Context: an optimization exercise on an open-source flow, tuned for small area. The choices shown serve that exercise and are no tape-out recipe.
Only simulation tests tie the RTL to the original design; equivalence was not proved.
Power and IR drop assume default switching activity.

==> flow/config.mk <==
export PLATFORM = sky130hd
export DESIGN_NAME = fcr_top
export DESIGN_NICKNAME = fcr_top
export VERILOG_FILES = /design/flow/design.v
export SDC_FILE = /design/flow/constraint.sdc
export NUM_CORES = 4
export LEC_CHECK = 0
export CAP_MARGIN = 20
export CORE_MARGIN = 2
export CORE_UTILIZATION = 40
export PLACE_DENSITY = 0.6
export SLEW_MARGIN = 20
==> flow/constraint.sdc <==
create_clock -name core_clock -period 7.0 [get_ports {clk}]
set_input_delay 1.4000 -clock core_clock [delete_from_list [all_inputs] [get_ports {clk}]]
set_output_delay 1.4000 -clock core_clock [all_outputs]
set_load 0.01 [all_outputs]
==> flow/design.v <==
module fcr_enc (
    input  wire       clk,
    input  wire       rst,
    input  wire       in_valid,
    input  wire [7:0] in_data,
    output wire       in_ready,
    output reg        err,
    output wire       out_valid,
    output reg  [7:0] out_data,
    output wire       out_last,
    input  wire       out_ready
);
    localparam [3:0] E_IDLE = 4'd0, E_START = 4'd1, E_LEN = 4'd2, E_PAY = 4'd3,
                     E_PESC = 4'd4, E_PDAT = 4'd5, E_CESC = 4'd6, E_CHK = 4'd7,
                     E_END = 4'd8;
    reg [3:0] state;
    reg [7:0] len;
    reg [7:0] left;
    reg [7:0] sum;
    reg [7:0] data;
    function needs_esc(input [7:0] b);
        needs_esc = (b == 8'h03) || (b == 8'h10);
    endfunction
    assign in_ready  = (state == E_IDLE) || (state == E_PAY);
    assign out_valid = (state == E_START) || (state == E_LEN) || (state == E_PESC) ||
                       (state == E_PDAT) || (state == E_CESC) || (state == E_CHK) ||
                       (state == E_END);
    assign out_last  = (state == E_END);
    always @(*) begin
        case (state)
            E_START: out_data = 8'h02;
            E_LEN:   out_data = len;
            E_PESC:  out_data = 8'h10;
            E_PDAT:  out_data = data;
            E_CESC:  out_data = 8'h10;
            E_CHK:   out_data = sum;
            E_END:   out_data = 8'h03;
            default: out_data = 8'h00;
        endcase
    end
    always @(posedge clk) begin
        if (rst) begin
            state <= E_IDLE;
            len   <= 8'd0;
            left  <= 8'd0;
            sum   <= 8'd0;
            data  <= 8'd0;
            err   <= 1'b0;
        end else begin
            err <= 1'b0;
            case (state)
                E_IDLE:
                    if (in_valid) begin
                        if (in_data == 8'd0) begin
                            err <= 1'b1;
                        end else begin
                            len   <= in_data;
                            left  <= in_data;
                            sum   <= in_data;
                            state <= E_START;
                        end
                    end
                E_START:
                    if (out_ready) state <= E_LEN;
                E_LEN:
                    if (out_ready) state <= E_PAY;
                E_PAY:
                    if (in_valid) begin
                        data  <= in_data;
                        sum   <= sum + in_data;
                        left  <= left - 8'd1;
                        state <= needs_esc(in_data) ? E_PESC : E_PDAT;
                    end
                E_PESC:
                    if (out_ready) state <= E_PDAT;
                E_PDAT:
                    if (out_ready) begin
                        if (left == 8'd0)
                            state <= needs_esc(sum) ? E_CESC : E_CHK;
                        else
                            state <= E_PAY;
                    end
                E_CESC:
                    if (out_ready) state <= E_CHK;
                E_CHK:
                    if (out_ready) state <= E_END;
                E_END:
                    if (out_ready) state <= E_IDLE;
                default:
                    state <= E_IDLE;
            endcase
        end
    end
endmodule
module fcr_rx_chan (
    input  wire        clk,
    input  wire        rst,
    input  wire        rd_start,
    input  wire [15:0] rd_natt,
    input  wire [15:0] rd_explen,
    input  wire        rx_valid,
    input  wire [7:0]  rx_data,
    input  wire        rx_empty,
    output wire        rx_ready,
    output reg         pl_valid,
    output reg  [7:0]  pl_data,
    output reg         pl_clear,
    output wire        done,
    output wire        rc_frame,
    output wire [1:0]  dstat,
    output wire [9:0]  dlen,
    output wire [9:0]  raw_cnt,
    output wire        f_lenerr,
    output wire        f_ovf,
    output wire        f_resync,
    output wire [7:0]  d_len,
    output wire [7:0]  d_chk
);
    localparam [1:0] ST_IDLE = 2'd0, ST_ACTIVE = 2'd1, ST_DONE = 2'd2;
    localparam [9:0] BUF_CAP = 10'd515;
    localparam [7:0] START_MARKER = 8'h02;
    localparam [7:0] END_MARKER   = 8'h03;
    localparam [7:0] ESCAPE       = 8'h10;
    localparam [1:0] DS_OK = 2'd0, DS_SHORT = 2'd1, DS_CHK = 2'd2, DS_MALF = 2'd3;
    reg [1:0]  st;
    reg        rc_r;         
    reg [9:0]  cnt;          
    reg        esc;          
    reg        started;      
    reg [15:0] att;          
    reg [15:0] explen;
    reg        fh, fo, fr;
    reg [9:0]  n;            
    reg [7:0]  sum;          
    reg [7:0]  prev1;        
    reg [7:0]  prev2;        
    reg [7:0]  lenb;         
    assign rx_ready = (st == ST_ACTIVE);
    assign done     = (st == ST_DONE);
    wire take_byte  = rx_ready && rx_valid;
    wire take_empty = rx_ready && !rx_valid && rx_empty;
    wire is_resync = (rx_data == START_MARKER) && (cnt != 10'd0) && !started;
    wire is_ovf    = (cnt == BUF_CAP);
    wire [9:0] k   = is_ovf ? 10'd0 : cnt;
    wire [9:0] nk  = is_ovf ? 10'd0 : n;
    wire       ek  = is_ovf ? 1'b0 : esc;
    wire       started_k = (k == 10'd0) ? (rx_data == START_MARKER) : started;
    wire cls_len     = (k == 10'd1) && started;
    wire cls_start   = (k == 10'd0) && (rx_data == START_MARKER);
    wire cls_literal = !cls_len && !cls_start && ek;
    wire cls_esc     = !cls_len && !cls_start && !ek && (rx_data == ESCAPE);
    wire cls_end     = !cls_len && !cls_start && !ek && (rx_data != ESCAPE) && (rx_data == END_MARKER);
    always @(posedge clk) begin
        if (rst) begin
            st       <= ST_IDLE;
            rc_r     <= 1'b0;
            cnt      <= 10'd0;
            esc      <= 1'b0;
            started  <= 1'b0;
            att      <= 16'd0;
            explen     <= 16'd0;
            fh       <= 1'b0;
            fo       <= 1'b0;
            fr       <= 1'b0;
            n        <= 10'd0;
            sum      <= 8'd0;
            prev1    <= 8'd0;
            prev2    <= 8'd0;
            lenb     <= 8'd0;
            pl_valid <= 1'b0;
            pl_data  <= 8'd0;
            pl_clear <= 1'b0;
        end else begin
            pl_valid <= 1'b0;
            pl_clear <= 1'b0;
            if (rd_start && !rx_ready) begin
                cnt     <= 10'd0;
                esc     <= 1'b0;
                started <= 1'b0;
                fh      <= 1'b0;
                fo      <= 1'b0;
                fr      <= 1'b0;
                n       <= 10'd0;
                sum     <= 8'd0;
                prev1   <= 8'd0;
                prev2   <= 8'd0;
                lenb    <= 8'd0;
                att     <= rd_natt;
                explen    <= rd_explen;
                pl_clear <= 1'b1;
                if (rd_natt == 16'd0) begin
                    st   <= ST_DONE;
                    rc_r <= 1'b0;
                end else begin
                    st   <= ST_ACTIVE;
                    rc_r <= 1'b0;
                end
            end else if (take_byte) begin
                if (is_resync) begin
                    cnt     <= 10'd1;
                    esc     <= 1'b0;
                    started <= 1'b1;
                    fr      <= 1'b1;
                    n       <= 10'd1;
                    sum     <= 8'd0;
                    prev1   <= START_MARKER;
                    prev2   <= 8'd0;
                end else begin
                    if (is_ovf) begin
                        fo       <= 1'b1;
                        pl_clear <= 1'b1;
                    end
                    cnt     <= k + 10'd1;
                    started <= started_k;
                    if (cls_esc)
                        esc <= 1'b1;
                    else if (cls_literal)
                        esc <= 1'b0;
                    else
                        esc <= ek;
                    if (!cls_esc) begin
                        n     <= nk + 10'd1;
                        prev1 <= rx_data;
                        prev2 <= prev1;
                        if (nk != 10'd0)
                            sum <= sum + rx_data;
                        else
                            sum <= 8'd0;
                        if (nk == 10'd1)
                            lenb <= rx_data;
                        if (started_k && nk >= 10'd4) begin
                            pl_valid <= 1'b1;
                            pl_data  <= prev2;
                        end
                    end else begin
                        n <= nk;
                    end
                    if (cls_end) begin
                        st   <= ST_DONE;
                        rc_r <= 1'b1;
                        fh   <= ({6'd0, k + 10'd1} != explen);
                    end
                end
            end else if (take_empty) begin
                att <= att - 16'd1;
                if (att == 16'd1) begin
                    st   <= ST_DONE;
                    rc_r <= 1'b0;
                end
            end
        end
    end
    wire [7:0] chk_calc = sum - prev1 - prev2;
    reg  [1:0] ds;
    always @(*) begin
        if (n < 10'd5)
            ds = DS_SHORT;
        else if (!started)
            ds = DS_MALF;
        else if (!rc_r)
            ds = DS_MALF;
        else if (chk_calc != prev2)
            ds = DS_CHK;
        else
            ds = DS_OK;
    end
    wire ok = (ds == DS_OK);
    assign rc_frame = rc_r;
    assign dstat    = ds;
    assign dlen     = ok ? n : 10'd0;
    assign raw_cnt  = cnt;
    assign f_lenerr   = fh;
    assign f_ovf    = fo;
    assign f_resync = fr;
    assign d_len    = ok ? lenb : 8'd0;
    assign d_chk    = ok ? prev2 : 8'd0;
endmodule
module fcr_top (
    input  wire        clk,
    input  wire        rst,
    input  wire        enc_valid,
    input  wire [7:0]  enc_data,
    output wire        enc_ready,
    output wire        enc_err,
    output wire        wire_valid,
    output wire [7:0]  wire_data,
    output wire        wire_last,
    input  wire        wire_ready,
    input  wire [15:0] rd_natt,
    input  wire [15:0] rd_explen,
    input  wire [3:0]  rd_start,
    input  wire [3:0]  rx_valid,
    input  wire [31:0] rx_data,
    input  wire [3:0]  rx_empty,
    output wire [3:0]  rx_ready,
    output wire [3:0]  pl_valid,
    output wire [31:0] pl_data,
    output wire [3:0]  pl_clear,
    output wire [3:0]  rx_done,
    output wire [3:0]  rc_frame,
    output wire [7:0]  dstat,
    output wire [39:0] dlen,
    output wire [39:0] raw_cnt,
    output wire [3:0]  f_lenerr,
    output wire [3:0]  f_ovf,
    output wire [3:0]  f_resync,
    output wire [31:0] d_len,
    output wire [31:0] d_chk
);
    localparam N_CH = 4;
    fcr_enc u_enc (
        .clk       (clk),
        .rst       (rst),
        .in_valid  (enc_valid),
        .in_data   (enc_data),
        .in_ready  (enc_ready),
        .err       (enc_err),
        .out_valid (wire_valid),
        .out_data  (wire_data),
        .out_last  (wire_last),
        .out_ready (wire_ready)
    );
    genvar c;
    generate
        for (c = 0; c < N_CH; c = c + 1) begin : g_ch
            fcr_rx_chan u_ch (
                .clk      (clk),
                .rst      (rst),
                .rd_start (rd_start[c]),
                .rd_natt  (rd_natt),
                .rd_explen  (rd_explen),
                .rx_valid (rx_valid[c]),
                .rx_data  (rx_data[8*c +: 8]),
                .rx_empty (rx_empty[c]),
                .rx_ready (rx_ready[c]),
                .pl_valid (pl_valid[c]),
                .pl_data  (pl_data[8*c +: 8]),
                .pl_clear (pl_clear[c]),
                .done     (rx_done[c]),
                .rc_frame (rc_frame[c]),
                .dstat    (dstat[2*c +: 2]),
                .dlen     (dlen[10*c +: 10]),
                .raw_cnt  (raw_cnt[10*c +: 10]),
                .f_lenerr   (f_lenerr[c]),
                .f_ovf    (f_ovf[c]),
                .f_resync (f_resync[c]),
                .d_len    (d_len[8*c +: 8]),
                .d_chk    (d_chk[8*c +: 8])
            );
        end
    endgenerate
endmodule
==> flow/run.sh <==
#!/bin/bash
# synth_recipe.tcl (not shown) runs the flow's synth.tcl, then flattens the netlist and writes it again
# the make line also repeats each setting of config.mk as NAME=value (left out here)
make -C /OpenROAD-flow-scripts/flow DESIGN_CONFIG=/design/flow/config.mk WORK_HOME=/design/flow/orfs CLKGATE_MAP_FILE= SYNTH_SCRIPT=/design/flow/synth_recipe.tcl finish
==> summary.md <==
| Metric | Value |
|---|---|
| Die Area | `66400 um2` |
| Met3 Usage GRT | `0.0496` |
| Fmax | `about 0.15 GHz` |
| Share of layout cells above drive strength 1 | `0.0404` |
| DPL Wire Length | `approximately 55 mm` |
| Crit-path max FO | `23` |
| Placed cell count | `roughly 4300` |
| Core Region | `64000 um2` |
| Seq. cell area | `8910 um2` |
| Synth top area share | `0.346` |
| CTS Buffer Depth | `3` |
| FP Rows | `93` |
| Final Critical Period | `~6500 ps` |
| Worst Path Buf+Inv | `4` |
| IO Pins | `~320` |
| PortBufs | `315` |
| Num CTS Buffers | `52` |
| Setup total negative slack | `0 ps` |
| Initial antenna violation count | `18` |
| Grt peak-use layer | `met2` |
| Global route total overflow | `0` |
| Post-Route WL | `between 70 and 80 mm` |
| Initial drt markers | `between 1000 and 1500` |
| Layout Nets | `3675` |
| Syn Inst Count | `between 3000 and 4000` |
| First-pass GRT wire length | `around 120 mm` |
| EDFF count, synth | `0` |
| Via count | `23700` |
| Register area share after synthesis | `0.346` |
| Post-Layout Cell Count | `4348` |
| Kind of critical path | `flop to output pin` |
| Average size of a mapped cell | `about 7.9 um2` |
| Most common cell in the netlist | `dfxtp_1` |
| Commonest cells in the netlist | `dfxtp_1, nand2_1, nor2_1, a21oi_1, clkbuf_1` |
| GRT Total Usage | `0.229` |
| Setup crit end kind | `output pin` |
| Synthesized net count | `roughly 3500` |
| Asr flop ratio synth | `0` |
| Die H | `258 um` |
| Synth top area cells | `dfxtp_1, nand2_1, nor2_1` |
| CP startpoint kind | `flop` |
| Ys Warns | `2` |
| Vias in the first global route | `approximately 22000` |
| Total setup buffers inserted after CTS | `0` |
| Sw Share | `0.290` |
| Final slew viol count | `0` |
| Register bit total from synthesis | `445` |
| Syn Std Cell Area | `25700 um2` |
| Int Pwr | `4.68 mW` |
| RSZ-0062 raised after global routing | `no` |
| Drt first pass iters | `6` |
| Initial Util | `0.402` |
| Comb power frac | `0.166` |
| Drt drc | `0` |
| Clock power frac | `0.411` |
| Main synth FF type | `dfxtp_1` |
| Peak VDD IR | `0.170 mV` |
| Pre-CTS setup slack | `approximately 1000 ps` |
| CTS resizes | `0` |
| Cell Pwr Density | `approximately 210 nW/um2` |
| Period utilization | `0.933` |
| Worst Path Arrival | `between 5000 and 6000 ps` |
| Final Hold Viols | `0` |
| Cts hold-fix bufs | `0` |
| Finished Core Util | `0.484` |
| Worst Hold Class | `flop to flop` |
| Die X-Extent | `about 260 um` |
| Syn-to-layout area delta | `20.4%` |
| Footprint of the multi-input gates | `around 15000 um2` |
| Clk latency of the worst-skew pair | `roughly 600 ps` |
| Area leader, netlist | `dfxtp_1` |
| Vias per cell | `roughly 5.4` |
| Met2 Use GR | `0.354` |
| Synth cell types | `80` |
| FILL cells | `6380` |
| Antenna-violating nets left | `0` |
| Final worst slack | `472 ps` |
| Clk root buf | `clkbuf_16` |
| CP peak stage delay | `roughly 580 ps` |
| Sw Pwr | `roughly 1.9 mW` |
| Reg power frac | `0.423` |
| CP cell instances | `inv_1 > fa_1 > inv_1 > ha_1 > or2_2 > fa_1 > xnor2_1 > nand3_1 > a2111oi_0 > o211ai_1 > nor4_1 > nor2b_1 > buf_4 > and2_1 > clkdlybuf4s50_1` |
| CTS Sinks | `about 450` |
| Max-cap violation count | `0` |
| CTS tree | `done` |
| Slew margin rel. | `0.296` |
| Worst-path clk slew | `approximately 60 ps` |
| CP delay by family, top | `adder cells` |
| Pin count of the biggest net entering global routing | `74` |
| Htree depth | `2` |
| WP data required | `around 5600 ps` |
| Met1 Usage GRT | `0.319` |
| WL/cell | `approximately 18 um` |
| Final setup fails | `0` |
| Worst-Margin Slew | `approximately 1100 ps` |
| RD Place Congestion | `0.868` |
| Status | `finished clean` |
| Leak | `11.2 nW` |
| CP max-delay cell | `fa_1` |
| Post-Route Skew | `between 10 and 15 ps` |
## layer usage
layer | vias to the layer above | wire length, um
li1 | 11800 | -
met1 | 11100 | 37300
met2 | 536 | 34500
met3 | 145 | 4570
met4 | 28 | 1990
met5 | - | 169
## path summary, 6_finish.rpt
kind | startpoint | to | slack, ps | depth (start not counted)
worst max-delay path | g_ch[1].u_ch.prev2[0] | d_len[13] | 470 | 15
worst min-delay path | g_ch[0].u_ch.lenb[4] | g_ch[0].u_ch.lenb[4] | 440 | 2
worst max register to register | g_ch[1].u_ch.cnt[5] | g_ch[1].u_ch.prev1[4] | 2440 | 11
worst min register to register | g_ch[0].u_ch.lenb[4] | g_ch[0].u_ch.lenb[4] | 440 | 2
## worst reg2reg max path: stages (launching register included)
cell and delay (ps):
dfxtp_1 380, nor4_1 760, nand2_1 290, o21ai_0 430, ha_1 250, inv_1 40, or4_1 500, a221o_1 420
and3_4 270, nor2_1 800, a22oi_1 220, nor2_1 140
## state kept, by name, summed over array words and instances, names as in the netlist, 32 cells and up
name / count
g_ch.u_ch.att: 64
g_ch.u_ch.n: 40
g_ch.u_ch.prev2: 32
g_ch.u_ch.pl_data: 32
g_ch.u_ch.explen: 64
g_ch.u_ch.cnt: 40
g_ch.u_ch.prev1: 32
g_ch.u_ch.sum: 32
g_ch.u_ch.lenb: 32
## cells by family (layout without fill, tap and decap cells)
| kind of cell | after synthesis | count (layout) | synth area share |
|---|---|---|---|
| mux | 69 | 69 | 0.0274 |
| xor+xnor | 174 | 174 | 0.0619 |
| simple gates | 1367 | 1367 | 0.255 |
| other cells | 0 | 6 | 0 |
| compound gates | 730 | 730 | 0.178 |
| flops | 445 | 445 | 0.346 |
| fa+ha+maj | 138 | 138 | 0.0767 |
| buf+inv | 336 | 564 | 0.0542 |
## cells in the final DEF, fill, tap and decap left out, types with 9 or more instances in the layout
| master | Yosys | final |
|---|---|---|
| clkbuf_16 | 0 | 53 |
| clkinv_2 | 0 | 9 |
| or4_1 | 26 | 26 |
| buf_4 | 32 | 29 |
| inv_1 | 128 | 128 |
| clkbuf_8 | 0 | 13 |
| or3_1 | 32 | 32 |
| a21oi_1 | 262 | 262 |
| o211ai_1 | 21 | 21 |
| o31ai_1 | 25 | 25 |
| nand4_1 | 21 | 21 |
| nand3_1 | 109 | 109 |
| nand3b_1 | 16 | 16 |
| nor3_1 | 115 | 114 |
| ha_1 | 105 | 105 |
| a31oi_1 | 21 | 21 |
| mux2i_1 | 67 | 67 |
| and2_1 | 122 | 122 |
| nor2b_1 | 20 | 18 |
| o41ai_1 | 11 | 11 |
| nand4b_1 | 11 | 11 |
| xor2_1 | 57 | 57 |
| clkbuf_1 | 167 | 14 |
| a311oi_1 | 20 | 20 |
| o21a_1 | 12 | 12 |
| o21ai_0 | 129 | 128 |
| nand2_1 | 400 | 400 |
| a21o_1 | 16 | 16 |
| and3_1 | 30 | 30 |
| nor4_1 | 44 | 43 |
| nor3b_1 | 12 | 11 |
| xnor2_1 | 112 | 112 |
| a211oi_1 | 60 | 60 |
| nand2b_1 | 21 | 16 |
| dfxtp_1 | 445 | 445 |
| fa_1 | 33 | 33 |
| a22oi_1 | 76 | 76 |
| nor2_1 | 355 | 355 |
| clkdlybuf4s50_1 | 0 | 314 |
| o21ai_1 | 10 | 11 |
## cell type report
type | count | area share
flip-flops and latches | 445 | 0.287
inverters | 128 | 0.0155
repair buffers | 344 | 0.109
clock inverters | 13 | 0.00392
well taps | 855 | 0.0345
multi-input cells | 2478 | 0.499
diodes | 6 | 0.000484
clock buffers | 79 | 0.0498
## metrics by stage
stage	hold slack [ps]	cell area, um2	total power [mW]
2_1_floorplan	424	25700	3.58
5_1_grt	472	31000	6.90
3_5_place_dp	440	29300	3.93
4_1_cts	451	31000	6.66
6_report	444	31000	6.58
3_3_place_gp	433	29300	3.92
## power groups by stage
stage	logic (mW)	registers, mW	clock network, mW
final	1.10	2.78	2.70
after global routing	1.22	2.80	2.88
after CTS	1.10	2.78	2.78
after detailed placement	1.09	2.84	0
after global placement	1.08	2.84	0
after floorplan	0.785	2.79	0

==> port drivers added, routing unchanged <==
The results above use ideal ports. As a check the final layout listed here was re-extracted and re-timed, cells and wires unchanged.
Step 1 sets driving cells, clkbuf_16 on the clock port and buf_2 on the other inputs (assumed; they add their load-dependent delay and slew).
Step 2 adds t to the input delays and takes it off the output delays; t is the mean of the earliest and latest rising clock arrival at the registers after step 1. Input paths then give back, and output paths get back, about the clock's delay inside the block.
Three values: ideal ports, drivers, drivers and shift; two values: the first two.
shift t [ns]: 0.661
setup slack, ns: 0.472 / 0.408 / 1.068
worst hold slack (ns): 0.444 / 0.444 / 0.444
After both steps setup and hold are still met in this run. The setup slack of this run moves by -0.064 ns with the drivers and by +0.596 ns with both steps.
